This design comes from an exercise in tuning for small area and few clock cycles on the open sky130 flow, not from production work. In this exercise RTL edits were held to simulation tests only and were not proved equivalent to the original. No activity file was given, so power comes from the tool's default toggle rates.

== run 1 ==
Design xbee_codec, start of the top module:
module xbee_codec (
    input  wire        clk,
    input  wire        rst,           
    input  wire        t_valid,
    input  wire [31:0] t_word,
    output wire        t_ready,
    input  wire        h_valid,
    input  wire [31:0] h_word,
    output wire        h_ready,
    output wire        txo_valid,
    output wire [7:0]  txo_byte,
    output wire        evt_valid,
    output wire [35:0] evt_data,
    output reg         disp_valid,
    output wire [39:0] disp_rec,
    output wire        rxd_valid,
    output wire        rxd_first,
    output wire [7:0]  rxd_byte,
    output wire        csro_valid,
    output wire [15:0] csro_data
);
    localparam [2:0] S_IDLE = 3'd0, S_SEEK = 3'd1, S_LEN_HI = 3'd2, S_LEN_LO = 3'd3,
                     S_PAYLOAD = 3'd4, S_CHECKSUM = 3'd5, S_DISPATCH = 3'd6, S_STOPPED = 3'd7;
    localparam [2:0] K_GENERIC = 3'd0, K_DATA = 3'd1, K_IO = 3'd2, K_MODEM = 3'd3, K_DISC = 3'd4;
    localparam [2:0] E_INVDELIM = 3'd1, E_INCOMPLETE = 3'd2, E_CKSUM = 3'd3,
                     E_MALFORMED = 3'd4, E_CONNLOST = 3'd5;
    reg        ctrl_esc, ctrl_rsync;
    reg        st_txerr, st_badcmd, st_connlost;
    reg [2:0]  rx_state;
    reg        rx_lesc, rx_lrsync, rx_epend;
    reg [15:0] rx_len, rx_cnt;
    reg [7:0]  rx_sum;
    reg [7:0]  rx_d0, rx_d1;     
    reg        rx_disc;          
    reg        tx_state, tx_lesc;
    reg [15:0] tx_rem;
    reg [7:0]  tx_sum;
  ...
Size: about 1500 cells after synthesis, about 180 I/O pins, roughly 12000 µm² of cells after synthesis.
clock: 10.0 ns
lec_check: 0
cap_margin: 20
core_margin: 2
core_utilization: 60
gpl_timing_driven: 0
slew_margin: 20
standard.sh (not shown) runs the stock make flow with config.mk's settings and CLKGATE_MAP_FILE= SYNTH_SCRIPT=/design/flow/synth_recipe.tcl, a recipe that flattens the netlist after the stock synthesis.
==> flow/flow/run.sh <==
#!/bin/bash
# The standard layout (standard.sh), with four changes:
#  - synthesis maps logic with an area-oriented ABC script (flow/synth_area.tcl);
#  - the port buffers are sky130_fd_sc_hd__buf_1 (the standard flow picks a larger cell);
#  - CTS builds the tree from sky130_fd_sc_hd__clkbuf_8, in clusters of up to 16 sinks;
#  - CTS inserts no dummy loads.
# Every tool's output is in orfs/logs/ (ORFS's own per-step logs) and standard.log.
set -e
export FLOW_FLOW_DIR=$(pwd)/flow
export BUFFER_PORTS_ARGS="-buffer_cell sky130_fd_sc_hd__buf_1"
export CTS_ARGS="-sink_clustering_enable -repair_clock_nets -dont_use_dummy_load -buf_list sky130_fd_sc_hd__clkbuf_8 -sink_clustering_size 16 -sink_clustering_max_diameter 60"
sed "s#SYNTH_SCRIPT=[^ ]*#SYNTH_SCRIPT=$FLOW_FLOW_DIR/synth_area.tcl#" standard.sh > flow_standard.sh
grep -q "SYNTH_SCRIPT=$FLOW_FLOW_DIR/synth_area.tcl" flow_standard.sh
bash flow_standard.sh > standard.log 2>&1
==> flow/flow/abc_area.script <==
&get -n
&st
&syn2
&dch -f
&nf -R 1000
&st
&syn2
&dch -f
&nf -R 1000
&st
&dch -f
&nf -R 1000
&put
topo
==> flow/flow/synth_area.tcl <==
# The standard flow's synthesis (synth_recipe.tcl), with ABC mapping the logic for area:
# every abc call uses flow/abc_area.script in place of ORFS's speed script.
# Registers are mapped before ABC runs, so they are the standard synthesis's.
proc abc {args} {
  set i [lsearch $args -script]
  if { $i >= 0 } {
    lset args [expr { $i + 1 }] [file normalize $::env(FLOW_FLOW_DIR)/abc_area.script]
  }
  yosys abc {*}$args
}
source $::env(FLOW_FLOW_DIR)/../synth_recipe.tcl
Testbench counts of run 1, summed over its fixed seeds: cycles 12,356.
Input-level comparison between run 2 and run 1:
Settings: GPL_TIMING_DRIVEN removed (was 0).
Notes after the runs:
- Compare run 2 and run 1 | wire length of the first global-routing pass lower: run 1
- From run 1 to run 2 the numbers moved as follows: total routed wire length on the met1 layer rose 2.1%; final count of pins violating max slew about even; total wire length after detailed routing rose 2.6%; sequential share of power fell 0.7 points; proportion of layout cells with a drive suffix above 1 fell 2.9 points.
- Compared run 2 vs run 1, and endpoint required time on the critical path is up in run 2.
- Across both runs, fraction of met2 tracks used by global routing was higher for run 2 than for run 1.
- Compared with run 1, net switching power in run 2 increased slightly.
#### Input delta (run 3 over run 2)
--- a/flow/flow/run.sh
+++ b/flow/flow/run.sh
@@ -5 +5 @@
-#  - CTS builds the tree from sky130_fd_sc_hd__clkbuf_8, in clusters of up to 16 sinks;
+#  - CTS builds the tree from sky130_fd_sc_hd__clkbuf_4, in clusters of up to 8 sinks;
@@ -11 +11 @@
-export CTS_ARGS="-sink_clustering_enable -repair_clock_nets -dont_use_dummy_load -buf_list sky130_fd_sc_hd__clkbuf_8 -sink_clustering_size 16 -sink_clustering_max_diameter 60"
+export CTS_ARGS="-sink_clustering_enable -repair_clock_nets -dont_use_dummy_load -buf_list sky130_fd_sc_hd__clkbuf_4 -sink_clustering_size 8 -sink_clustering_max_diameter 40"
--- a/flow/flow/abc_area.script
+++ b/flow/flow/abc_area.script
@@ -2,0 +3 @@
+&dc2
@@ -6,0 +8 @@
+&dc2
@@ -10,0 +13,2 @@
+&dc2
+&syn2
[summary]
Worst path setup slack after routing was higher in the run labelled run 2.
Run 3 vs run 2 — relative contribution of the clock network to total power dropped 0.5 points.
Relative to run 2, the horizontal die dimension measured on run 3 has decreased slightly.
Summary — xor-xnor portion of the synthesized cell area, run 3 relative to run 2: higher, by 0.50 points.
Cell count (higher): run 2
Taking run 2 as the reference, in run 3 met3 usage +1.9 points, global-route wire length before repair -4.4%.
Worst-case setup slack after placement in run 3 is 40 ps below run 2.
Clock buffer and inverter area fraction after layout of run 2 is on par with run 3.

-- port drivers added, routing unchanged --
In the flow no input, the clock included, has a driving cell. The finished layouts below were timed again as built, in two steps. Step 1 sets driving cells, clkbuf_16 on the clock port and buf_2 on the other inputs (assumed; they add their load-dependent delay and slew). Step 2 also shifts input and output timing later by t, the mid clock arrival at the registers, as if the neighbouring blocks saw the same clock. a / b / c = ideal / step 1 / step 2; a / b = the first two.
| run | t (ns) | slack for setup (ns) | slew at the worst register clock pin (ns) | worst slew at a driven data input, ns |
|---|---|---|---|---|
| run 1 | 0.580 | 0.277 / 0.299 / -0.280 | 0.11 / 0.11 | 0.04 |
| run 2 | 0.574 | 0.480 / 0.503 / -0.071 | 0.10 / 0.10 | 0.05 |
| run 3 | 0.667 | 0.411 / 0.430 / -0.237 | 0.10 / 0.10 | 0.04 |
Met with ideal ports but missed after step 2: setup timing in every run listed. For run 3, which loses most, drivers alone change the setup slack by +0.019 ns; drivers and shift together by -0.648 ns.
